Source: an optimization exercise on an open RTL-to-GDS flow (aim: small area). Production flows keep margins and buffers that such runs may drop.
Where RTL was checked, it was by simulation tests only, not by an equivalence proof against the original.
No functional check of the RTL was part of runs 4 and 5.
No driver is modelled on the clock port, so clocking that relies on it looks cheaper here than on a real chip.
Power figures rest on the tool's default switching activity, not on a simulated workload.

--- design/flow/design.v ---
module crc32_sbit #(
    parameter TAP = 1'b0
) (
    input  wire s,       
    input  wire s_up,    
    input  wire d,       
    input  wire p,       
    input  wire q,       
    input  wire dm,      
    input  wire fb,      
    output wire y
);
    wire keep = (p & s_up) | (q & s);
    assign y = keep ^ ((d & dm) | (fb & TAP));
endmodule
module crc32_dbit #(
    parameter TAP = 1'b0,
    parameter LD  = 1'b0
) (
    input  wire o,       
    input  wire o_up,    
    input  wire d,       
    input  wire p,       
    input  wire q,       
    input  wire ld,      
    input  wire fb,      
    output wire y
);
    wire keep = (p & o_up) | (q & o);
    assign y = (keep ^ (fb & TAP)) | (d & ld & LD);
endmodule
module crc32_engine (
    input  wire        clk,
    input  wire        rst,
    input  wire        cmd_valid,
    output wire        cmd_ready,
    input  wire [7:0]  cmd,
    input  wire [31:0] din,
    output wire [31:0] dout,
    output wire        err
);
    localparam [31:0] POLY = 32'hEDB88320;
    reg [31:0] sn;        
    reg [31:0] d_q;       
    reg        err_q;     
    reg [2:0]  op_q;
    reg [4:0]  cnt_q;     
    wire ready = (op_q == 3'd0);
    wire [1:0] n    = cmd[1:0];
    wire z    = !cmd[7] && (cmd[3:2] == 2'b00);      
    wire zn   = z && (n == 2'b00);
    wire c_upd  = z  && (cmd[6:4] == 3'd3);
    wire c_init = zn && (cmd[6:4] == 3'd1);
    wire c_load = zn && (cmd[6:4] == 3'd2);
    wire c_tab  = zn && (cmd[6:4] == 3'd6);
    wire c_long = c_upd || (zn && (cmd[6:4] == 3'd2 || cmd[6:4] == 3'd4 ||
                                   cmd[6:4] == 3'd5 || cmd[6:4] == 3'd6));
    wire legal  = c_long || (zn && (cmd[6:4] == 3'd0 || cmd[6:4] == 3'd1));
    wire acc  = cmd_valid && ready && !rst;
    wire go   = acc && c_long;
    wire sh_s  = op_q[2] ^ op_q[1];                   
    wire crc_s = (op_q == 3'd3);
    wire inv_s = (op_q == 3'd2);
    wire sh_d  = op_q[2];                             
    wire crc_d = op_q[2] && op_q[1];                  
    wire fin   = op_q[0];
    wire last  = (cnt_q == 5'd31);
    wire done  = last || (op_q == 3'd1);
    wire       clr_s = rst || (acc && (c_init || c_load));
    wire [3:0] dm;
    assign dm[0] = acc && (c_load || c_upd);
    assign dm[1] = acc && (c_load || (c_upd && n != 2'd0));
    assign dm[2] = acc && (c_load || (c_upd && n[1]));
    assign dm[3] = acc && (c_load || (c_upd && n == 2'd3));
    wire        fb_s   = crc_s && !sn[0] && !rst;
    wire        p_s    = sh_s && !rst;              
    wire        q_s    = !sh_s && !clr_s;           
    wire [31:0] sn_nxt = {sn[0] ^ inv_s, sn[31:1]};
    wire [31:0] sn_d;
    genvar i;
    generate
        for (i = 0; i < 32; i = i + 1) begin : g_s
            crc32_sbit #(.TAP(i < 31 ? POLY[i] : 1'b0)) u_s (
                .s(sn[i]), .s_up(sn_nxt[i]), .d(din[i]), .p(p_s),
                .q(q_s), .dm(dm[i / 8]), .fb(fb_s), .y(sn_d[i]));
        end
    endgenerate
    always @(posedge clk)
        sn <= sn_d;
    wire        ld_d  = acc && c_tab;
    wire        fb_d  = crc_d && d_q[0] && !rst;
    wire        p_d   = sh_d && !rst;
    wire        q_d   = !sh_d && !rst && !ld_d;
    wire        d_in  = crc_d ? d_q[0] : (sn[0] ^ !fin);
    wire [31:0] d_nxt = {d_in, d_q[31:1]};
    wire [31:0] d_d;
    generate
        for (i = 0; i < 32; i = i + 1) begin : g_d
            crc32_dbit #(.TAP(i < 31 ? POLY[i] : 1'b0), .LD(i < 8 ? 1'b1 : 1'b0)) u_d (
                .o(d_q[i]), .o_up(d_nxt[i]), .d(din[i]), .p(p_d),
                .q(q_d), .ld(ld_d), .fb(fb_d), .y(d_d[i]));
        end
    endgenerate
    always @(posedge clk)
        d_q <= d_d;
    always @(posedge clk) begin
        err_q <= !rst && (err_q || (acc && !legal));
        if (rst)
            op_q <= 3'd1;
        else if (go)
            op_q <= cmd[6:4];
        else if (done)
            op_q <= 3'd0;
        cnt_q <= acc ? {~n & {2{cmd[5] && (cmd[4] ^ cmd[6])}}, 3'b000} : cnt_q + 5'd1;
    end
    assign cmd_ready = ready;
    assign dout      = d_q;
    assign err       = err_q;
endmodule
--- design/flow/flow/run.sh ---
#!/bin/bash
# Layout: the standard flow (standard.sh), with these changes:
#  - after floorplan, every combinational cell is sized down to the smallest
#    cell of its function (flow/downsize.tcl); repair_design and
#    repair_timing size up again where needed;
#  - the port buffers are the smallest buffer (buf_1) instead of the
#    buffer_ports default;
#  - clock tree synthesis uses clkbuf_4, in clusters of at most 10 sinks,
#    and inserts no dummy load cells; after it, a clock buffer whose sinks
#    see too slow a slew is sized up (flow/clkfix.tcl).
# Every input and output port still gets its own buffer. The output of the
# whole run goes to flow_run.log in this folder; ORFS keeps each step's log
# under orfs/logs/.
set -euo pipefail
here=$(pwd)
bash standard.sh \
  POST_FLOORPLAN_TCL="$here/flow/downsize.tcl" \
  POST_CTS_TCL="$here/flow/clkfix.tcl" \
  BUFFER_PORTS_ARGS="-buffer_cell sky130_fd_sc_hd__buf_1" \
  CTS_ARGS="-sink_clustering_enable -repair_clock_nets -dont_use_dummy_load -buf_list sky130_fd_sc_hd__clkbuf_4 -sink_clustering_size 10" \
  finish > flow_run.log 2>&1
--- design/flow/flow/clkfix.tcl ---
estimate_parasitics -placement
set bigger [dict create \
  sky130_fd_sc_hd__clkbuf_1 sky130_fd_sc_hd__clkbuf_2 \
  sky130_fd_sc_hd__clkbuf_2 sky130_fd_sc_hd__clkbuf_4 \
  sky130_fd_sc_hd__clkbuf_4 sky130_fd_sc_hd__clkbuf_8 \
  sky130_fd_sc_hd__clkbuf_8 sky130_fd_sc_hd__clkbuf_16]
set count 0
foreach inst [get_cells *] {
  set ref [get_property $inst ref_name]
  if { ![dict exists $bigger $ref] } { continue }
  set out [get_pins -of_objects $inst -filter "direction == output"]
  set net [get_nets -of_objects $out]
  set worst 0
  foreach pin [get_pins -of_objects $net -filter "direction == input"] {
    set s [get_property $pin slew_max]
    if { $s > $worst } { set worst $s }
  }
  if { $worst > 0.100 } {
    replace_cell [get_property $inst name] [dict get $bigger $ref]
    incr count
  }
}
puts "clkfix.tcl: sized up $count clock buffers"
if { $count > 0 } {
  detailed_placement
  check_placement -verbose
  estimate_parasitics -placement
}
--- design/flow/flow/downsize.tcl ---
# Hook run after floorplan (POST_FLOORPLAN_TCL): size every combinational
# cell down to the smallest cell of the same function (same name, lower
# drive). Later steps (repair_design, repair_timing) size up again where the
# slew, capacitance or timing limits call for it.
set db [ord::get_db]
set block [ord::get_db_block]
proc is_dont_use { name } {
  foreach pat $::env(DONT_USE_CELLS) {
    if { [string match $pat $name] } { return 1 }
  }
  return 0
}
set count 0
foreach inst [$block getInsts] {
  set master [$inst getMaster]
  set name [$master getName]
  if { ![regexp {^(sky130_fd_sc_hd__[a-z0-9]+)_([0-9]+)$} $name -> base size] } { continue }
  if { [regexp {df|dl|clk|tap|conb|fill|decap|diode} $base] } { continue }
  set best $name
  set best_area [expr { [$master getWidth] * [$master getHeight] }]
  foreach s { 0 1 2 4 } {
    set cand ${base}_$s
    if { $cand eq $name || [is_dont_use $cand] } { continue }
    set cm [$db findMaster $cand]
    if { $cm == "NULL" } { continue }
    set area [expr { [$cm getWidth] * [$cm getHeight] }]
    if { $area < $best_area } {
      set best $cand
      set best_area $area
    }
  }
  if { $best ne $name } {
    replace_cell [$inst getName] $best
    incr count
  }
}
puts "downsize.tcl: sized down $count cells"
--- design/flow/standard.sh ---
#!/bin/bash
# synth_recipe.tcl (not shown) runs the flow's synth.tcl, then flattens the netlist and writes it again
# the make line also repeats each setting of config.mk as NAME=value (left out here)
make -C /OpenROAD-flow-scripts/flow DESIGN_CONFIG=/design/flow/config.mk WORK_HOME=/design/flow/orfs CLKGATE_MAP_FILE= SYNTH_SCRIPT=/design/flow/synth_recipe.tcl "${@:-finish}"
--- design/flow/config.mk ---
export PLATFORM = sky130hd
export DESIGN_NAME = crc32_engine
export DESIGN_NICKNAME = crc32_engine
export VERILOG_FILES = /design/flow/design.v
export SDC_FILE = /design/flow/constraint.sdc
export NUM_CORES = 4
export LEC_CHECK = 0
export CAP_MARGIN = 20
export CORE_MARGIN = 2
export CORE_UTILIZATION = 60
export SLEW_MARGIN = 20
export SYNTH_HIERARCHICAL = 1
export SYNTH_MEMORY_MAX_BITS = 65536
export SYNTH_MINIMUM_KEEP_SIZE = 0
--- design/flow/constraint.sdc ---
create_clock -name core_clock -period 8.0 [get_ports {clk}]
set_input_delay 1.6000 -clock core_clock [delete_from_list [all_inputs] [get_ports {clk}]]
set_output_delay 1.6000 -clock core_clock [all_outputs]
set_load 0.01 [all_outputs]
==> results of run 1 <==
[logic make-up after synthesis]
family | Yosys count | synth area share [%]
AO/OA/AOI/OAI | 98 | 29.7
flip-flops | 73 | 44.9
AND/OR/NAND/NOR | 52 | 8.22
XOR/XNOR | 50 | 13.4
buffers and inverters | 18 | 2.30
adder cells (fa/ha/maj) | 3 | 1.15
multiplexers | 1 | 0.307
[sequential cells by signal, summed over array words and instances (netlist names)]
register / flops
d_q: 32
cnt_q: 5
op_q: 3
sn: 32
err_q: 1
[cell type report]
| class | count | area share, % |
|---|---|---|
| sequential | 73 | 41.7 |
| timing repair buffer | 79 | 8.78 |
| tap | 70 | 2.50 |
| clock buffer | 9 | 3.00 |
| inverter | 12 | 1.28 |
| multi-input combinational | 204 | 42.8 |
[final timing paths]
check	startpoint	to	slack (ns)	cells past startpoint
worst min-delay path	cnt_q[0]	cnt_q[0]	0.45	1
worst min register to register	cnt_q[0]	cnt_q[0]	0.45	1
worst max-delay path	cmd[5]	sn[8]	4.25	6
worst max register to register	op_q[2]	sn[8]	5.15	5
[power by group through the flow]
stage | sequential (mW) | combinational [mW] | clock (mW)
floorplan | 0.390 | 0.0338 | 0
global placement | 0.391 | 0.0470 | 0
detailed placement | 0.392 | 0.0479 | 0
global route | 0.385 | 0.0559 | 0.216
finish | 0.383 | 0.0482 | 0.195
[Yosys cell counts (2+ instances only)]
cell / count
nor2b_1: 2
xnor2_1: 15
or3_1: 4
nand2_1: 22
a22o_1: 12
nor3_1: 3
inv_1: 12
a311oi_1: 2
xor2_1: 35
clkbuf_1: 4
ha_1: 3
nor3_2: 2
o21ai_0: 3
a211oi_2: 2
dfxtp_1: 73
nand3_1: 2
nor2_1: 9
a21oi_1: 17
a222oi_1: 7
a22oi_2: 45
o32ai_1: 2
[metrics by stage]
| stage | utilization, % | cells | hold slack [ns] | power, mW |
|---|---|---|---|---|
| final | 67.8 | 447 | 0.446 | 0.626 |
| after floorplan | - | 295 | 0.417 | 0.424 |
| after global placement | 65.7 | 438 | 0.433 | 0.438 |
| after detailed placement | 65.7 | 438 | 0.444 | 0.440 |
| after global routing | 67.8 | 447 | 0.483 | 0.657 |
[worst register-to-register path: cells and delay by family (launching register included)]
kind             cells  cell delay, ns
AO/OA/AOI/OAI        2            1.03
XOR/XNOR             1            0.19
flip-flops           1            0.37
AND/OR/NAND/NOR      2            1.14
[per-layer routing]
| layer | vias up | wire length (um) | global-route usage, % |
|---|---|---|---|
| met5 | - | 0 | 0 |
| met4 | 0 | 89 | 7.14 |
| met3 | 8 | 377 | 8.14 |
| met2 | 64 | 3020 | 36.2 |
| met1 | 1177 | 2920 | 27.4 |
| li1 | 1265 | - | - |
==> out/results.ini, run 1 <==
[run_status]
status=finished clean

[logic_synthesis]
avgSynthCellArea_um2=11.0
synth_edf_count=0
synthTopCellsByArea=dfxtp_1 (45%), a22oi_2 (17%), xor2_1 (9.4%), xnor2_1 (4.0%), a22o_1 (3.2%)
synth_top_cell_area_share_pct=44.9
syn-cell-area_um2=3260
ys_warn_count=7
syn_nets=341
ys.flop_type=dfxtp_1
ys_ff_latch=73
yosys.area.top_type=dfxtp_1
synthCells=295
ys_seq_area_share_pct=44.9
synthArstFlopShare_pct=0
yosysUniqueCellTypes=40

[clock_network]
cts_tree=done
clk_pin_slew_worst_paths_ns=0.07
clock-sinks=73
clock_latency_ns=0.35

[detailed_routing]
ant_nets=0
first_pass_iters=4
drc=0
routed_wl_um=6400
vias=2514
drt-initial-drc-count=135
vias_per_cell=5.62
wl_per_cell_um=14.3

[floorplan]
io_pins=77
die_x_um=77.7
core-area_um2=5170
die_area_um2=6030
rows=26
start_util_pct=63.0
die_height_um=77.7

[sta]
relSlewSlack_pct=29.9
drv_slew=0
layout_min_cycle_time_ns=3.75
fin_skew_ns=0.0284
fmax_ghz=0.267
finalSetupTns_ns=0
finalSetupViolCount=0
tightest_slew_ns=1.04
period_share_pct=46.8
hold_viol=0
setup_slack_ns=4.25
rsz0062_at_grt=false

[placement]
dp_hpwl_um=4450
dpl_cell_area_um2=3400
io_buffers=76
place.gp.congestion=0.771
dpl_worst_slack_ns=3.90

[layout]
seq_area_um2=1460
antenna_cells=0
final_area_um2=3510
n_fill_cell=441
drive_gt1_share_pct=3.98
nNetsFinal=425
multiInputGateArea_um2=1500
final_cell_mix=buf_1 (76), dfxtp_1 (73), a22oi_1 (45), xor2_1 (35), nand2_1 (22)
area_delta_synth_final_pct=7.64
mostFrequentLayoutCell=buf_1

[worst_setup_path]
worstSetupEndpointType=flip-flop
cpMaxStageDelayCell=a211oi_1
critPathBufInv=1
cp_cell_sequence=buf_1, or4b_1, or3_1, a211oi_1, a21oi_1, xor2_1
critPathMaxFanout=8
crit_path_max_incr_delay_ns=0.86
crit_family=compound AO/OA/AOI/OAI gates
critPathKind=input port to flip-flop
required_ns=8.21
startpoint_type=input port
arrival_ns=3.96

[pwr]
p_int_mw=0.482
power_leakage_nw=1.18
power_frac_seq_pct=61.2
power_frac_clock_pct=31.1
powerDensity_nw_per_um2=179
switching_power_mw=0.145
ir_drop_v=0.000150
swShare_pct=23.1
comb_power_share_pct=7.7

[grt]
overflow=0
first_global_vias=2360
grt_max_degree=33
antenna_found_initial=0
grt_pass1_wl_um=10800
track_usage_pct=22.3

[flow_run]
drv_cap=0

[worst_hold_path]
hold_class=flip-flop to flip-flop

==> run 2, diff against run 1 <==
--- a/design/flow/config.mk
+++ b/design/flow/config.mk
@@ -9,3 +9,3 @@
 export CORE_MARGIN = 2
-export CORE_UTILIZATION = 60
+export CORE_UTILIZATION = 75
 export SLEW_MARGIN = 20
==> run 2 against run 1 <==
  * Clock power shrank 8%
  * Sequential cell count is the same
  * Global-route usage grew 6.4 points
  * Die area shrank 19%
  * Still clean
  * First-iteration DRC count grew 130%
  * Clock-buffer cell count is the same
==> out/results.ini, run 2 <==
[run_status]
status=finished clean  ; unchanged

[sta]
rsz0062_at_grt=false  ; unchanged
finalSetupViolCount=0  ; unchanged
layout_min_cycle_time_ns=3.77  ; was 3.75 ns
hold_viol=0  ; unchanged
fmax_ghz=0.265  ; was 0.267 GHz
relSlewSlack_pct=26.3  ; was 29.9%
finalSetupTns_ns=0  ; unchanged
fin_skew_ns=0.0273  ; was 0.0284 ns
period_share_pct=47.1  ; was 46.8%
drv_slew=0  ; unchanged
tightest_slew_ns=1.11  ; was 1.04 ns

[detailed_routing]
drc=0  ; unchanged
wl_per_cell_um=16.1  ; was 14.3 um
routed_wl_um=6900  ; was 6400 um
vias=2654  ; was 2514
drt-initial-drc-count=313  ; was 135
ant_nets=0  ; unchanged
first_pass_iters=5  ; was 4
vias_per_cell=6.22  ; was 5.62

[grt]
grt_pass1_wl_um=11200  ; was 10800 um
busiest_layer=met2  ; unchanged
grt_use_met3_pct=7.79  ; was 8.14%
use_met2_pct=47.8  ; was 36.2%
grt_max_degree=33  ; unchanged
overflow=0  ; unchanged
gr-usage-met1_pct=35.9  ; was 27.4%
track_usage_pct=28.7  ; was 22.3%
antenna_found_initial=0  ; unchanged
first_global_vias=2467  ; was 2360

[layout]
mostFrequentLayoutCell=buf_1  ; unchanged
seq_area_um2=1460  ; unchanged
antenna_cells=0  ; unchanged
drive_gt1_share_pct=3.98  ; unchanged
area_delta_synth_final_pct=6.30  ; was 7.64%
multiInputGateArea_um2=1500  ; unchanged
final_cell_mix=buf_1 (76), dfxtp_1 (73), a22oi_1 (45), xor2_1 (35), nand2_1 (22)  ; unchanged
finish.utilization_pct=84.7  ; was 67.8%
n_fill_cell=247  ; was 441
reg.largest.list=d_q (32), sn (32), cnt_q (5)  ; unchanged
nNetsFinal=425  ; unchanged

[logic_synthesis]
ys.flop_type=dfxtp_1  ; unchanged
avgSynthCellArea_um2=11.0  ; unchanged
yosys.area.top_type=dfxtp_1  ; unchanged
yosysUniqueCellTypes=40  ; unchanged
yosysMostFrequentCell=dfxtp_1  ; unchanged
synthArstFlopShare_pct=0  ; unchanged
syn-cell-area_um2=3260  ; unchanged
netlist_top_cells_count=dfxtp_1 (73), a22oi_2 (45), xor2_1 (35)  ; unchanged
synth_top_cell_area_share_pct=44.9  ; unchanged
ys_warn_count=7  ; unchanged
synth_edf_count=0  ; unchanged
ys_seq_area_share_pct=44.9  ; unchanged
synthTopCellsByArea=dfxtp_1 (45%), a22oi_2 (17%), xor2_1 (9.4%), xnor2_1 (4.0%), a22o_1 (3.2%)  ; unchanged
synthCells=295  ; unchanged
syn_nets=341  ; unchanged
ys_ff_latch=73  ; unchanged

[clock_network]
clk_pin_slew_worst_paths_ns=0.08  ; was 0.07 ns
cts_tree=done  ; unchanged
clock-sinks=73  ; unchanged
clock_latency_ns=0.35  ; about the same

[worst_setup_path]
critPathKind=input port to flip-flop  ; unchanged
cpMaxStageDelayCell=a211oi_1  ; unchanged
critPathMaxFanout=8  ; unchanged
worstSetupEndpointType=flip-flop  ; unchanged
arrival_ns=3.97  ; was 3.96 ns
startpoint_type=input port  ; unchanged
required_ns=8.21  ; about the same
crit_path_max_incr_delay_ns=0.85  ; was 0.86 ns
cp_cell_sequence=buf_1, or4b_1, or3_1, a211oi_1, a21oi_1, xor2_1  ; unchanged

[flow_run]
drv_cap=0  ; unchanged

[floorplan]
start_util_pct=79.7  ; was 63.0%
rows=23  ; was 26
core-area_um2=4090  ; was 5170 um2
die_area_um2=4890  ; was 6030 um2
die_x_um=69.9  ; was 77.7 um
io_pins=77  ; unchanged
die_height_um=69.9  ; was 77.7 um

[placement]
dp_hpwl_um=4730  ; was 4450 um
io_buffers=76  ; unchanged
place.gp.congestion=0.795  ; was 0.771

[worst_hold_path]
hold_class=flip-flop to flip-flop  ; unchanged

[pwr]
powerDensity_nw_per_um2=177  ; was 179 nW/um2
power_leakage_nw=1.17  ; was 1.18 nW
ir_drop_v=0.000147  ; was 0.000150 V

[run 2: cell count changes in the layout (fill, tap and decap cells not counted)]
cell	previous run	this run
clkbuf_8	6	3
clkbuf_4	3	6
[run 2: final cells by class]
class	count	share of cell area [%]
sequential	73	42.2
multi-input combinational	204	43.3
timing repair buffer	79	8.89
inverter	12	1.30
clock buffer	9	2.49
tap	50	1.81
[run 2: report_power, final]
| group | switching, mW | internal [mW] |
|---|---|---|
| Sequential | 0.00763 | 0.376 |
| Combinational | 0.0284 | 0.0212 |
| Clock | 0.110 | 0.0689 |
[run 2: per-stage QoR]
stage	area, um2	power, mW	hold slack (ns)	std cells	setup slack, ns
3_5_place_dp	3380	0.441	0.445	418	3.89
6_report	3460	0.612	0.451	427	4.23
3_3_place_gp	3370	0.437	0.433	418	4.01
5_1_grt	3460	0.641	0.472	427	4.08
2_1_floorplan	3260	0.424	0.417	295	2.03
[run 2: layer usage]
metal	up-vias	wire length, um	share of wire, %
li1	1260	-	-
met1	1266	2940	43
met2	114	3390	49
met3	14	472	6.8
met4	0	93	1.3
met5	-	0	0
[run 2: kinds of logic (layout without fill, tap and decap cells)]
group | count (synthesis) | after routing | share of synthesized area [%]
AOI/OAI and AO/OA | 98 | 98 | 29.7
DFF | 73 | 73 | 44.9
and+or+nand+nor | 52 | 52 | 8.22
xor gates and xnor gates | 50 | 50 | 13.4
buffers and inverters | 18 | 100 | 2.30
adders and majority gates | 3 | 3 | 1.15
muxes | 1 | 1 | 0.307
[run 2: worst paths after layout]
path	end	cells past startpoint	start	slack, ns
max	sn[9]	6	cmd[5]	4.23
min	cnt_q[0]	1	cnt_q[0]	0.45
max reg2reg	sn[9]	5	op_q[2]	5.15
min reg2reg	cnt_q[0]	1	cnt_q[0]	0.45
[run 2: critical path: cells and delay by family]
| family | cells | cell delay (ns) |
|---|---|---|
| compound gates | 2 | 1.03 |
| simple gates | 2 | 0.92 |
| buf+inv | 1 | 0.22 |
| xor+xnor | 1 | 0.20 |
==> run 3, diff against run 2 <==
--- a/design/flow/config.mk
+++ b/design/flow/config.mk
@@ -9,3 +9,3 @@
 export CORE_MARGIN = 2
-export CORE_UTILIZATION = 75
+export CORE_UTILIZATION = 40
 export SLEW_MARGIN = 20
==> run 3 against run 2 <==
  * Still clean
  * Area after synthesis stayed put
  * Critical path depth unchanged
  * Final cell count up 12%
  * Clock-buffer cell count unchanged
  * Synthesized cell count unchanged
==> out/results.ini, run 3 <==
[run_status]
status=finished clean  ; unchanged

[logic_synthesis]
avgSynthCellArea_um2=11.0  ; unchanged
synthTopCellsByArea=dfxtp_1 (45%), a22oi_2 (17%), xor2_1 (9.4%), xnor2_1 (4.0%), a22o_1 (3.2%)  ; unchanged
syn-cell-area_um2=3260  ; unchanged
yosysUniqueCellTypes=40  ; unchanged
yosysMostFrequentCell=dfxtp_1  ; unchanged
synthArstFlopShare_pct=0  ; unchanged
ys_seq_area_share_pct=44.9  ; unchanged
netlist_top_cells_count=dfxtp_1 (73), a22oi_2 (45), xor2_1 (35)  ; unchanged
ys_ff_latch=73  ; unchanged
synthCells=295  ; unchanged
synth_edf_count=0  ; unchanged
synth_top_cell_area_share_pct=44.9  ; unchanged
yosys.area.top_type=dfxtp_1  ; unchanged
ys_warn_count=7  ; unchanged
syn_nets=341  ; unchanged
ys.flop_type=dfxtp_1  ; unchanged

[grt]
grt_max_degree=34  ; was 33
grt_pass1_wl_um=11100  ; was 11200 um
antenna_found_initial=0  ; unchanged
first_global_vias=2334  ; was 2467
track_usage_pct=15.9  ; was 28.7%
overflow=0  ; unchanged

[worst_setup_path]
critPathMaxFanout=8  ; unchanged
required_ns=8.22  ; was 8.21 ns
startpoint_type=input port  ; unchanged
worstSetupEndpointType=flip-flop  ; unchanged
arrival_ns=3.99  ; was 3.97 ns
critPathKind=input port to flip-flop  ; unchanged

[sta]
finalSetupTns_ns=0  ; unchanged
tightest_slew_ns=1.05  ; was 1.11 ns
fmax_ghz=0.266  ; was 0.265 GHz
finalSetupViolCount=0  ; unchanged
relSlewSlack_pct=29.3  ; was 26.3%
rsz0062_at_grt=false  ; unchanged
layout_min_cycle_time_ns=3.76  ; was 3.77 ns
hold_viol=0  ; unchanged
drv_slew=0  ; unchanged
period_share_pct=47.0  ; was 47.1%
fin_skew_ns=0.0261  ; was 0.0273 ns

[placement]
io_buffers=76  ; unchanged
dp_hpwl_um=4680  ; was 4730 um
dp.cells=471  ; was 418
place.gp.congestion=0.799  ; was 0.795

[floorplan]
die_height_um=94.2  ; was 69.9 um
rows=32  ; was 23
io_pins=77  ; unchanged
start_util_pct=41.7  ; was 79.7%
core-area_um2=7810  ; was 4090 um2
die_area_um2=8880  ; was 4890 um2
die_x_um=94.2  ; was 69.9 um

[clock_network]
cts_tree=done  ; unchanged
clock_latency_ns=0.34  ; was 0.35 ns
clock-sinks=73  ; unchanged
clk_pin_slew_worst_paths_ns=0.09  ; was 0.08 ns

[detailed_routing]
wl_per_cell_um=14.5  ; was 16.1 um
vias_per_cell=5.25  ; was 6.22
vias=2521  ; was 2654
drc=0  ; unchanged
first_pass_iters=6  ; was 5
drt-initial-drc-count=116  ; was 313
routed_wl_um=6970  ; was 6900 um
ant_nets=0  ; unchanged

[layout]
reg.largest.list=d_q (32), sn (32), cnt_q (5)  ; unchanged
nNetsFinal=426  ; was 425
mostFrequentLayoutCell=buf_1  ; unchanged
drive_gt1_share_pct=4.50  ; was 3.98%
n_fill_cell=791  ; was 247
stdcell_count=480  ; was 427
final_cell_mix=buf_1 (76), dfxtp_1 (73), a22oi_1 (45), xor2_1 (35), nand2_1 (22)  ; unchanged
antenna_cells=0  ; unchanged
area_delta_synth_final_pct=8.41  ; was 6.30%

[pwr]
powerDensity_nw_per_um2=173  ; was 177 nW/um2
power_leakage_nw=1.18  ; was 1.17 nW
ir_drop_v=0.000109  ; was 0.000147 V

[worst_hold_path]
hold_class=flip-flop to flip-flop  ; unchanged

[flow_run]
drv_cap=0  ; unchanged

[run 3: cell counts after synthesis]
Identical to the previous run, type by type.
[run 3: metrics by stage]
step	utilization (%)	hold slack (ns)	cell area [um2]	worst slack, ns	power (mW)
floorplan	-	0.417	3260	2.03	0.424
global placement	44.1	0.440	3440	3.92	0.439
detailed placement	44.1	0.451	3440	3.90	0.441
global route	45.2	0.489	3530	4.02	0.641
finish	45.2	0.461	3530	4.24	0.610
[run 3: cell type report]
class / instances / area, um2 / area share (%)
clock buffer: 9 / 86.3 / 2.45
inverter: 12 / 45.0 / 1.28
multi-input combinational: 204 / 1500 / 42.3
sequential: 73 / 1460 / 41.4
tap: 102 / 128 / 3.61
timing repair buffer: 80 / 315 / 8.93
[run 3: final timing paths]
check | cells past startpoint | endpoint | slack [ns] | startpoint
setup / recovery | 6 | sn[10] | 4.24 | cmd[5]
hold / removal | 1 | cnt_q[0] | 0.46 | cnt_q[0]
setup reg to reg | 5 | sn[10] | 5.12 | op_q[2]
hold reg to reg | 1 | cnt_q[0] | 0.46 | cnt_q[0]
[run 3: report_power, final]
part | leakage, nW | switching, mW | internal [mW]
Sequential | 0.590 | 0.00743 | 0.376
Combinational | 0.541 | 0.0276 | 0.0211
Clock | 0.0492 | 0.109 | 0.0689
Total | 1.18 | 0.144 | 0.466
[run 3: kinds of logic after synthesis]
kind of cell | count (synthesis) | share of synthesized area (%)
compound gates | 98 | 29.7
xor+xnor | 50 | 13.4
fa+ha+maj | 3 | 1.15
buf+inv | 18 | 2.30
flops | 73 | 44.9
mux | 1 | 0.307
simple gates | 52 | 8.22
[run 3: worst max-delay path, cell delays in order]
cell and delay (ns):
buf_1 0.21, or4b_1 0.49, or3_1 0.44, a211oi_1 0.86, nand2_1 0.17, xor2_1 0.21
[run 3: routing by layer]
metal	up-vias	GRT usage, %	part of all wire (%)
li1	1263	-	-
met1	1174	20.1	45
met2	73	24.2	46
met3	11	5.86	6.8
met4	0	6.76	1.9
met5	-	0	0
==> run 4, diff against run 3 <==
==> design/flow/design.v (replaced) <==
module crc32_sbit #(
    parameter TAP = 1'b0
) (
    input  wire s,       
    input  wire s_up,    
    input  wire d,       
    input  wire p,       
    input  wire q,       
    input  wire dm,      
    input  wire fb,      
    output wire y
);
    wire keep = (p & s_up) | (q & s);
    assign y = keep ^ ((d & dm) | (fb & TAP));
endmodule
module crc32_dbit #(
    parameter TAP = 1'b0,
    parameter LD  = 1'b0
) (
    input  wire o,       
    input  wire o_up,    
    input  wire d,       
    input  wire p,       
    input  wire q,       
    input  wire ld,      
    input  wire fb,      
    output wire y
);
    wire keep = (p & o_up) | (q & o);
    assign y = (keep ^ (fb & TAP)) | (d & ld & LD);
endmodule
module crc32_engine (
    input  wire        clk,
    input  wire        rst,
    input  wire        cmd_valid,
    output wire        cmd_ready,
    input  wire [7:0]  cmd,
    input  wire [31:0] din,
    output wire [31:0] dout,
    output wire        err
);
    localparam [31:0] POLY = 32'hEDB88320;
    reg [31:0] sn;        
    reg [31:0] d_q;       
    reg        err_q;     
    reg [2:0]  op_q;
    reg [4:0]  cnt_q;     
    wire ready = !(op_q[2] | op_q[1] | op_q[0]);
    wire k0 = cmd[0], k1 = cmd[1], k4 = cmd[4], k5 = cmd[5], k6 = cmd[6];
    wire z   = !(cmd[7] | cmd[3] | cmd[2]);         
    wire n0  = !(k1 | k0);                          
    wire acc = cmd_valid & ready & !rst;
    wire az  = acc & z;
    wire azn = az & n0;
    wire azw = az & !k6 & k5;                       
    wire [3:0] dm;
    assign dm[0] = azw & (k4 | n0);                 
    assign dm[1] = dm[0] & !(k4 & n0);
    assign dm[2] = dm[1] & (k1 | n0);
    assign dm[3] = dm[2] & (k0 | n0);
    wire a_ci  = azn & !k6 & (k5 ^ k4);             
    wire a_tab = azn & k6 & k5 & !k4;               
    wire go    = dm[0] | (azn & k6 & !(k5 & k4));
    wire legal = z & ((!k6 & k5 & k4) | (n0 & !(k6 & k5 & k4)));
    wire sh_s = op_q[2] ^ op_q[1];                  
    wire last = &cnt_q;
    wire done = last | (!op_q[2] & !op_q[1] & op_q[0]);
    wire        fb_s   = !op_q[2] & op_q[1] & op_q[0] & !sn[0] & !rst;   
    wire        p_s    = sh_s & !rst;               
    wire        q_s    = !(sh_s | rst | a_ci);      
    wire [31:0] sn_nxt = {sn[0] ^ (op_q[1] & !op_q[0]), sn[31:1]};
    wire [31:0] sn_d;
    genvar i;
    generate
        for (i = 0; i < 32; i = i + 1) begin : g_s
            crc32_sbit #(.TAP(i < 31 ? POLY[i] : 1'b0)) u_s (
                .s(sn[i]), .s_up(sn_nxt[i]), .d(din[i]), .p(p_s),
                .q(q_s), .dm(dm[i / 8]), .fb(fb_s), .y(sn_d[i]));
        end
    endgenerate
    always @(posedge clk)
        sn <= sn_d;
    wire        fb_d  = op_q[2] & op_q[1] & d_q[0] & !rst;    
    wire        p_d   = op_q[2] & !rst;
    wire        q_d   = !(op_q[2] | rst | a_tab);
    wire        d_in  = op_q[1] ? d_q[0] : (sn[0] ^ !op_q[0]);
    wire [31:0] d_nxt = {d_in, d_q[31:1]};
    wire [31:0] d_d;
    generate
        for (i = 0; i < 32; i = i + 1) begin : g_d
            crc32_dbit #(.TAP(i < 31 ? POLY[i] : 1'b0), .LD(i < 8 ? 1'b1 : 1'b0)) u_d (
                .o(d_q[i]), .o_up(d_nxt[i]), .d(din[i]), .p(p_d),
                .q(q_d), .ld(a_tab), .fb(fb_d), .y(d_d[i]));
        end
    endgenerate
    always @(posedge clk)
        d_q <= d_d;
    wire nd = !done & !rst;
    always @(posedge clk) begin
        err_q <= !rst & (err_q | (acc & !legal));
        op_q  <= ({3{go}} & cmd[6:4]) | ({3{nd}} & op_q) | {2'b00, rst};
        cnt_q <= acc ? {~cmd[1:0] & {2{k5 & (k4 ^ k6)}}, 3'b000} : cnt_q + 5'd1;
    end
    assign cmd_ready = ready;
    assign dout      = d_q;
    assign err       = err_q;
endmodule
==> run 4 against run 3 <==
  * Largest cell class unchanged
  * Sequential share of layout area is 0.55 points lower
  * Register-to-register slack better by 0.21 ns
  * Non-clock buffer count is 2 higher
  * First-iteration DRC count is 39% higher
  * Combinational power is 4% lower
  * Worst setup slack better by 0.23 ns
  * Wire length is 4.6% lower
  * Hold slack worse by 0.0057 ns
  * Critical endpoint is now sn[14]
  * Final cell count is 0.83% higher
==> out/results.ini, run 4 <==
[placement]
dp_hpwl_um=4710  ; was 4680 um
io_buffers=76  ; unchanged
place.gp.congestion=0.822  ; was 0.799

[pwr]
power_leakage_nw=1.23  ; was 1.18 nW
powerDensity_nw_per_um2=170  ; was 173 nW/um2
ir_drop_v=0.000122  ; was 0.000109 V

[logic_synthesis]
ys.flop_type=dfxtp_1  ; unchanged
ys_seq_area_share_pct=44.9  ; about the same
synthTopCellsByArea=dfxtp_1 (45%), a22oi_2 (17%), xor2_1 (9.4%), xnor2_1 (3.8%), a22o_1 (3.2%)  ; was dfxtp_1 (45%), a22oi_2 (17%), xor2_1 (9.4%), xnor2_1 (4.0%), a22o_1 (3.2%)
yosysMostFrequentCell=dfxtp_1  ; unchanged
syn_nets=343  ; was 341
synthArstFlopShare_pct=0  ; unchanged
ys_ff_latch=73  ; unchanged
syn-cell-area_um2=3250  ; was 3260 um2
synth_edf_count=0  ; unchanged
ys_warn_count=7  ; unchanged
avgSynthCellArea_um2=11.1  ; was 11.0 um2
synthCells=294  ; was 295
netlist_top_cells_count=dfxtp_1 (73), a22oi_2 (45), xor2_1 (35)  ; unchanged
yosysUniqueCellTypes=37  ; was 40
synth_top_cell_area_share_pct=44.9  ; about the same
yosys.area.top_type=dfxtp_1  ; unchanged

[layout]
area_delta_synth_final_pct=9.96  ; was 8.41%
finish.utilization_pct=45.8  ; was 45.2%
antenna_cells=0  ; unchanged
drive_gt1_share_pct=5.50  ; was 4.50%
mostFrequentLayoutCell=buf_1  ; unchanged
reg.largest.list=d_q (32), sn (32), cnt_q (5)  ; unchanged
final_cell_mix=buf_1 (76), dfxtp_1 (73), a22oi_1 (45), xor2_1 (35), nand2_1 (24)  ; was buf_1 (76), dfxtp_1 (73), a22oi_1 (45), xor2_1 (35), nand2_1 (22)
nNetsFinal=433  ; was 426

[grt]
grt_pass1_wl_um=10500  ; was 11100 um
antenna_found_initial=0  ; unchanged
first_global_vias=2193  ; was 2334
track_usage_pct=15.0  ; was 15.9%
overflow=0  ; unchanged
grt_max_degree=33  ; was 34

[worst_setup_path]
critPathMaxFanout=10  ; was 8
regToRegStartpoint=op_q[2]  ; unchanged
worstSetupEndpointType=flip-flop  ; unchanged
critPathKind=input port to flip-flop  ; unchanged
r2r_end=sn[14]  ; was sn[10]
worstSetupStartpoint=rst  ; was cmd[5]
required_ns=8.20  ; was 8.22 ns
worst-r2r-cell-count=8  ; was 5
arrival_ns=3.74  ; was 3.99 ns
rrSetupSlack_ns=5.33  ; was 5.12 ns
startpoint_type=input port  ; unchanged

[sta]
tightest_slew_ns=0.762  ; was 1.05 ns
hold_viol=0  ; unchanged
relSlewSlack_pct=49.2  ; was 29.3%
finalSetupTns_ns=0  ; unchanged
rsz0062_at_grt=false  ; unchanged
fmax_ghz=0.283  ; was 0.266 GHz
fin_skew_ns=0.0226  ; was 0.0261 ns
drv_slew=0  ; unchanged
finalSetupViolCount=0  ; unchanged
layout_min_cycle_time_ns=3.54  ; was 3.76 ns
period_share_pct=44.2  ; was 47.0%

[floorplan]
die_area_um2=8870  ; was 8880 um2
start_util_pct=41.7  ; about the same
die_x_um=94.2  ; about the same
die_height_um=94.2  ; about the same
io_pins=77  ; unchanged
rows=32  ; unchanged
core-area_um2=7810  ; unchanged

[clock_network]
clk_pin_slew_worst_paths_ns=0.08  ; was 0.09 ns
clock_latency_ns=0.33  ; was 0.34 ns
clock-sinks=73  ; unchanged
cts_tree=done  ; unchanged

[detailed_routing]
routed_wl_um=6650  ; was 6970 um
vias=2490  ; was 2521
first_pass_iters=4  ; was 6
vias_per_cell=5.14  ; was 5.25
drt-initial-drc-count=161  ; was 116
ant_nets=0  ; unchanged
drc=0  ; unchanged
wl_per_cell_um=13.7  ; was 14.5 um

[run_status]
status=finished clean  ; unchanged

[worst_hold_path]
min_from=cnt_q[0]  ; unchanged
min_to=cnt_q[0]  ; unchanged
worst_hold_path.num_cells=1  ; unchanged
hold_class=flip-flop to flip-flop  ; unchanged

[flow_run]
drv_cap=0  ; unchanged

run 4: changes by cell type after synthesis, moves of 2 or more:
cell      delta
nor3_2       -2
and3_1       +2
nand2_1      +2
clkbuf_1     -3
ha_1         +3
or3_1        -4
o32ai_1      -2
a211oi_2     -2
nand2b_1     +3
run 4: worst max-delay path by stage:
stage / to / slack [ns] / depth (start not counted)
detailed placement: sn[14] / 4.14 / 7
global placement: sn[9] / 4.26 / 7
global route: sn[14] / 4.29 / 7
floorplan: sn[15] / 2.05 / 7
finish: sn[14] / 4.46 / 7
run 4: cells by family after synthesis:
family | Yosys count | share of synthesized area (%)
buf+inv | 16 | 2.19
fa+ha+maj | 6 | 2.31
mux | 2 | 0.615
xor+xnor | 49 | 13.2
compound gates | 93 | 28.1
flops | 73 | 44.9
simple gates | 55 | 8.73
run 4: through the flow:
stage               area (um2)  hold WS, ns  instances  setup WS, ns  power, mW
floorplan                 3250        0.417        294          2.05      0.421
global route              3580        0.475        484          4.29      0.647
finish                    3580        0.455        484          4.46      0.610
detailed placement        3490        0.444        475          4.14      0.437
global placement          3490        0.445        475          4.26      0.437
run 4: layout make-up:
type	instances	area [um2]
fillers	783	4230
multi-input cells	205	1520
flip-flops and latches	73	1460
repair buffers	82	330
well taps	102	128
clock buffers	9	92.6
inverters	13	48.8
run 4: layer usage:
| layer | track usage (%) | share of wire (%) | up-vias |
|---|---|---|---|
| li1 | - | - | 1260 |
| met1 | 19.9 | 46 | 1164 |
| met2 | 23.6 | 48 | 62 |
| met3 | 2.57 | 5.0 | 4 |
| met4 | 6.88 | 1.0 | 0 |
| met5 | 0 | 0 | - |
run 4: worst max-delay path: stages:
cell	delay [ns]
buf_1	0.25
nor4bb_1	0.46
buf_4	0.24
nand4_1	0.18
a21oi_1	0.66
nand2_1	0.15
xor2_1	0.20
run 4: power by group:
part / total (mW) / leakage (nW) / switching, mW / internal, mW
registers: 0.382 / 0.590 / 0.00691 / 0.375
clock network: 0.181 / 0.0518 / 0.107 / 0.0743
logic: 0.0468 / 0.591 / 0.0255 / 0.0213
total: 0.610 / 1.23 / 0.139 / 0.471
==> run 5, diff against run 4 <==
==> design/flow/design.v (replaced) <==
module crc32_sbit (
    input  wire s,       
    input  wire s_up,    
    input  wire o,       
    input  wire p,
    input  wire q,
    input  wire l,
    input  wire d,       
    input  wire dm,
    input  wire f,
    output wire y
);
    assign y = ((p & s_up) | (q & s) | (l & o)) ^ ((d & dm) | f);
endmodule
module crc32_dbit (
    input  wire o,       
    input  wire s,       
    input  wire pl,
    input  wire q,
    output wire y
);
    assign y = (pl & s) | (q & o);
endmodule
module crc32_engine (
    input  wire        clk,
    input  wire        rst,
    input  wire        cmd_valid,
    output wire        cmd_ready,
    input  wire [7:0]  cmd,
    input  wire [31:0] din,
    output wire [31:0] dout,
    output wire        err
);
    localparam [31:0] POLY = 32'hEDB88320;
    reg [31:0] s_q;       
    reg [31:0] d_q;       
    reg        err_q;     
    reg [2:0]  op_q;
    reg [4:0]  cnt_q;     
    wire ready = (op_q == 3'd0);
    wire [2:0] opc = cmd[6:4];
    wire [1:0] n   = cmd[1:0];
    wire z   = !cmd[7] && (cmd[3:2] == 2'b00);
    wire zn  = z && (n == 2'b00);
    wire acc = cmd_valid && ready && !rst;
    wire a_init = acc && zn && (opc == 3'd1);
    wire a_load = acc && zn && (opc == 3'd2);
    wire a_upd  = acc && z  && (opc == 3'd3);
    wire a_rd   = acc && zn && (opc == 3'd4);
    wire a_fin  = acc && zn && (opc == 3'd5);
    wire a_tab  = acc && zn && (opc == 3'd6);
    wire legal  = z && ((opc == 3'd3) || (n == 2'b00 && opc != 3'd7));
    wire go     = a_upd || a_fin || a_tab;
    wire last  = (cnt_q == 5'd31);
    wire upd_b = (op_q == 3'd3);
    wire fin_b = (op_q == 3'd5);
    wire tab_b = (op_q == 3'd6);
    wire crc   = upd_b || (tab_b && !last);      
    wire sw    = tab_b && last;                  
    wire done  = last || (op_q == 3'd1) || fin_b;
    wire [3:0] dm;
    assign dm[0] = a_load || a_upd || a_tab;
    assign dm[1] = a_load || (a_upd && n != 2'd0);
    assign dm[2] = a_load || (a_upd && n[1]);
    assign dm[3] = a_load || (a_upd && n == 2'd3);
    wire p_s  = crc && !rst;
    wire l_s  = sw && !rst;
    wire q_s  = !(rst || crc || sw || a_init || a_load || a_tab);
    wire f    = rst || a_init || a_fin || fin_b;       
    wire fb   = crc && s_q[0] && !rst;                 
    wire [31:0] s_up = {s_q[0], s_q[31:1]};
    wire [31:0] s_d;
    genvar i;
    generate
        for (i = 0; i < 32; i = i + 1) begin : g_s
            crc32_sbit u_s (
                .s(s_q[i]), .s_up(s_up[i]), .o(d_q[i]), .p(p_s), .q(q_s), .l(l_s),
                .d(din[i]), .dm(dm[i / 8]),
                .f((i < 31 && POLY[i]) ? (f || fb) : f), .y(s_d[i]));
        end
    endgenerate
    always @(posedge clk)
        s_q <= s_d;
    wire pl_d = !rst && (a_rd || a_tab || fin_b || sw);
    wire q_d  = !rst && !(a_rd || a_tab || fin_b || sw);
    wire [31:0] d_d;
    generate
        for (i = 0; i < 32; i = i + 1) begin : g_d
            crc32_dbit u_d (.o(d_q[i]), .s(s_q[i]), .pl(pl_d), .q(q_d), .y(d_d[i]));
        end
    endgenerate
    always @(posedge clk)
        d_q <= d_d;
    always @(posedge clk) begin
        err_q <= !rst && (err_q || (acc && !legal));
        if (rst)
            op_q <= 3'd1;
        else if (go)
            op_q <= opc;
        else if (done)
            op_q <= 3'd0;
        cnt_q <= acc ? {~cmd[1], ~(cmd[0] | cmd[6]), {3{cmd[6]}}} : cnt_q + 5'd1;
    end
    assign cmd_ready = ready;
    assign dout      = d_q;
    assign err       = err_q;
endmodule
==> design/flow/flow/clkfix.tcl (replaced) <==
# Hook run at the end of CTS (POST_CTS_TCL): while some flip-flop clock pin
# sees a slew over 110 ps (placement parasitics), the clock buffer that
# drives it is replaced by the next larger clock buffer, one buffer at a
# time, worst first; then the placement is legalised again.
set bigger [dict create \
  sky130_fd_sc_hd__clkbuf_1 sky130_fd_sc_hd__clkbuf_2 \
  sky130_fd_sc_hd__clkbuf_2 sky130_fd_sc_hd__clkbuf_4 \
  sky130_fd_sc_hd__clkbuf_4 sky130_fd_sc_hd__clkbuf_8 \
  sky130_fd_sc_hd__clkbuf_8 sky130_fd_sc_hd__clkbuf_16]
set count 0
for { set iter 0 } { $iter < 20 } { incr iter } {
  estimate_parasitics -placement
  set worst_inst ""
  set worst 0.110
  foreach inst [get_cells *] {
    set ref [get_property $inst ref_name]
    if { ![dict exists $bigger $ref] } { continue }
    set out [get_pins -of_objects $inst -filter "direction == output"]
    set net [get_nets -of_objects $out]
    foreach pin [get_pins -of_objects $net -filter "direction == input"] {
      if { [get_property $pin name] ne "CLK" } { continue }
      set s [get_property $pin slew_max]
      if { $s > $worst } {
        set worst $s
        set worst_inst $inst
      }
    }
  }
  if { $worst_inst eq "" } { break }
  set ref [get_property $worst_inst ref_name]
  puts "clkfix.tcl: [get_property $worst_inst name] $ref -> [dict get $bigger $ref] (slew $worst)"
  replace_cell [get_property $worst_inst name] [dict get $bigger $ref]
  incr count
}
puts "clkfix.tcl: sized up $count clock buffers"
if { $count > 0 } {
  detailed_placement
  check_placement -verbose
  estimate_parasitics -placement
}
==> run 5 against run 4 <==
  * Still clean on timing, DRC and antenna
  * Worst setup slack improved by 0.066 ns
  * First-iteration DRC count rose by 45%
  * Sequential share of layout area rose by 0.39 points
  * Largest power group unchanged
==> out/results.ini, run 5 <==
[worst_setup_path]
worst-r2r-cell-count=6  ; was 8
rrSetupSlack_ns=5.41  ; was 5.33 ns
worstSetupEndpointType=flip-flop  ; unchanged
cpMaxStageDelayCell=a211oi_1  ; was a21oi_1
r2r_end=s_q[18]  ; was sn[14]
regToRegStartpoint=op_q[2]  ; unchanged
critPathMaxFanout=12  ; was 10
critPathKind=input port to flip-flop  ; unchanged
crit_path_max_incr_delay_ns=0.88  ; was 0.66 ns
startpoint_type=input port  ; unchanged
cp_cell_sequence=buf_1, nor2b_1, nand4_1, a211oi_1, a21oi_1, xor2_1  ; was buf_1, nor4bb_1, buf_4, nand4_1, a21oi_1, nand2_1, xor2_1
arrival_ns=3.75  ; was 3.74 ns
required_ns=8.27  ; was 8.20 ns

[detailed_routing]
drc=0  ; unchanged
drt-initial-drc-count=234  ; was 161
wl_per_cell_um=17.2  ; was 13.7 um
ant_nets=0  ; unchanged
routed_wl_um=8000  ; was 6650 um
vias_per_cell=5.69  ; was 5.14
first_pass_iters=7  ; was 4
vias=2646  ; was 2490

[clock_network]
clock-sinks=73  ; unchanged
cts_tree=done  ; unchanged
clk_pin_slew_worst_paths_ns=0.09  ; was 0.08 ns
clock_latency_ns=0.41  ; was 0.33 ns

[pwr]
powerDensity_nw_per_um2=197  ; was 170 nW/um2
p_total_mw=0.698  ; was 0.610 mW
power_leakage_nw=1.27  ; was 1.23 nW
ir_drop_v=0.0000796  ; was 0.000122 V

[sta]
finalSetupViolCount=0  ; unchanged
drv_slew=0  ; unchanged
layout_min_cycle_time_ns=3.47  ; was 3.54 ns
hold_viol=0  ; unchanged
finalSetupTns_ns=0  ; unchanged
relSlewSlack_pct=34.2  ; was 49.2%
tightest_slew_ns=0.981  ; was 0.762 ns
fin_skew_ns=0.0311  ; was 0.0226 ns
period_share_pct=43.4  ; was 44.2%
setup_slack_ns=4.53  ; was 4.46 ns
fmax_ghz=0.288  ; was 0.283 GHz
rsz0062_at_grt=false  ; unchanged
whs_ns=0.475  ; was 0.455 ns

[grt]
grt_pass1_wl_um=12800  ; was 10500 um
antenna_found_initial=0  ; unchanged
overflow=0  ; unchanged
grt_max_degree=33  ; unchanged
track_usage_pct=19.6  ; was 15.0%
first_global_vias=2494  ; was 2193

[logic_synthesis]
yosys.area.top_type=dfxtp_1  ; unchanged
ys_seq_area_share_pct=47.8  ; was 44.9%
ys_ff_latch=73  ; unchanged
ys.flop_type=dfxtp_1  ; unchanged
synthCells=279  ; was 294
synthTopCellsByArea=dfxtp_1 (48%), a222oi_1 (10%), xor2_1 (9.4%), a22o_1 (9.2%), a21oi_1 (6.5%)  ; was dfxtp_1 (45%), a22oi_2 (17%), xor2_1 (9.4%), xnor2_1 (3.8%), a22o_1 (3.2%)
yosysUniqueCellTypes=40  ; was 37
yosysMostFrequentCell=dfxtp_1  ; unchanged
synthArstFlopShare_pct=0  ; unchanged
syn-cell-area_um2=3060  ; was 3250 um2
ys_warn_count=7  ; unchanged
netlist_top_cells_count=dfxtp_1 (73), a21oi_1 (40), xor2_1 (33)  ; was dfxtp_1 (73), a22oi_2 (45), xor2_1 (35)
synth_edf_count=0  ; unchanged
synth_top_cell_area_share_pct=47.8  ; was 44.9%
syn_nets=324  ; was 343
avgSynthCellArea_um2=11.0  ; was 11.1 um2

[flow_run]
drv_cap=0  ; unchanged

[layout]
multiInputGateArea_um2=1530  ; was 1520 um2
reg.largest.list=d_q (32), s_q (32), cnt_q (5)  ; was d_q (32), sn (32), cnt_q (5)
finish.utilization_pct=48.4  ; was 45.8%
stdcell_count=465  ; was 484
n_fill_cell=717  ; was 783
nNetsFinal=413  ; was 433
mostFrequentLayoutCell=buf_1  ; unchanged
drive_gt1_share_pct=6.01  ; was 5.50%
seq_area_um2=1460  ; unchanged
final_area_um2=3540  ; was 3580 um2
antenna_cells=0  ; unchanged
area_delta_synth_final_pct=15.9  ; was 9.96%
final_cell_mix=buf_1 (76), dfxtp_1 (73), a21oi_1 (39), xor2_1 (33)  ; was buf_1 (76), dfxtp_1 (73), a22oi_1 (45), xor2_1 (35), nand2_1 (24)

[placement]
dpl_cell_area_um2=3450  ; was 3490 um2
io_buffers=76  ; unchanged
dpl_worst_slack_ns=4.04  ; was 4.14 ns
place.gp.congestion=0.742  ; was 0.822
dp.cells=456  ; was 475
dp_hpwl_um=5250  ; was 4710 um

[run_status]
status=finished clean  ; unchanged

[floorplan]
rows=31  ; was 32
core-area_um2=7330  ; was 7810 um2
start_util_pct=41.7  ; about the same
die_area_um2=8360  ; was 8870 um2
die_x_um=91.5  ; was 94.2 um
io_pins=77  ; unchanged
die_height_um=91.5  ; was 94.2 um

[worst_hold_path]
hold_class=flip-flop to flip-flop  ; unchanged
min_from=cnt_q[0]  ; unchanged
min_to=cnt_q[0]  ; unchanged
worst_hold_path.num_cells=1  ; unchanged

-- run 5: cell types whose count changed after synthesis, moves of 7 or more --
cell | before | now
a21oi_1 | 17 | 40
a222oi_1 | 7 | 32
a22o_1 | 12 | 32
a22oi_2 | 45 | 0
inv_1 | 13 | 1
nand2_1 | 24 | 3
nor2_1 | 9 | 2
xnor2_1 | 14 | 2
-- run 5: power breakdown --
group          total [mW]  internal [mW]  leakage, nW  switching [mW]
registers           0.430          0.402        0.603          0.0279
clock network       0.174         0.0629       0.0466           0.111
logic              0.0938         0.0454        0.623          0.0484
-- run 5: kinds of logic (layout without fill, tap and decap cells) --
kind of cell | Yosys count | after routing | synth area share, %
simple gates | 36 | 36 | 8.51
flops | 73 | 73 | 47.8
xor+xnor | 35 | 35 | 10.0
compound gates | 125 | 125 | 30.9
fa+ha+maj | 2 | 2 | 0.818
buf+inv | 6 | 93 | 1.23
mux | 2 | 2 | 0.736
-- run 5: area by class of cell --
class | count | area share (%)
Clock buffer | 9 | 2.26
Sequential cell | 73 | 41.2
Timing Repair Buffer | 82 | 9.32
Multi-Input combinational cell | 200 | 43.1
Inverter | 2 | 0.565
Tap cell | 99 | 3.49
-- run 5: critical path, delay by kind of cell --
family	cells	cell delay, ns
AO/OA/AOI/OAI	2	1.05
AND/OR/NAND/NOR	2	0.69
buffers and inverters	1	0.21
XOR/XNOR	1	0.19
-- run 5: how the worst max path moves through the flow --
stage / to / slack, ns / from
detailed placement: s_q[11] / 4.04 / rst
global placement: s_q[11] / 4.12 / rst
finish: s_q[18] / 4.53 / rst
global route: s_q[18] / 4.33 / rst
floorplan: d_q[0] / 4.16 / cmd[4]
-- run 5: routing by layer --
metal / wire length (um) / GRT usage (%) / part of all wire, %
met5: 0 / 0 / 0
met4: 81 / 8.33 / 1.0
met3: 404 / 4.56 / 5.1
met2: 3800 / 30.7 / 47
met1: 3710 / 25.9 / 46
-- run 5: Yosys stat by module (local to each module, per instance) --
module	copies in the design	flip-flops and latches	cells
crc32_sbit	32	0	3
crc32_engine	1	73	151
crc32_dbit	32	0	1

==> afterwards: timing with drivers on the ports <==
In the flow no input, the clock included, has a driving cell. The finished layouts below were timed again as built, in two steps.
Step 1 assumes that a clkbuf_16 drives the clock port and a buf_2 every other input.
Step 2 also shifts input and output timing later by t, the mid clock arrival at the registers, as if the neighbouring blocks saw the same clock.
a / b / c = ideal / step 1 / step 2; a / b = the first two.
run | t (ns) | setup WS [ns] | clock arrival spread, ns | slew at the worst register clock pin (ns)
run 1 | 0.365 | 4.254 / 4.262 / 3.897 | 0.031 / 0.031 | 0.09 / 0.09
run 2 | 0.362 | 4.232 / 4.241 / 3.878 | 0.027 / 0.027 | 0.10 / 0.10
run 3 | 0.355 | 4.238 / 4.250 / 3.895 | 0.026 / 0.026 | 0.09 / 0.09
run 4 | 0.347 | 4.464 / 4.472 / 4.125 | 0.026 / 0.026 | 0.09 / 0.09
run 5 | 0.420 | 4.529 / 4.539 / 4.119 | 0.032 / 0.032 | 0.10 / 0.10
After both steps setup and hold are still met in every run listed. For run 5, which loses most, drivers alone change the setup slack by +0.010 ns; drivers and shift together by -0.410 ns.
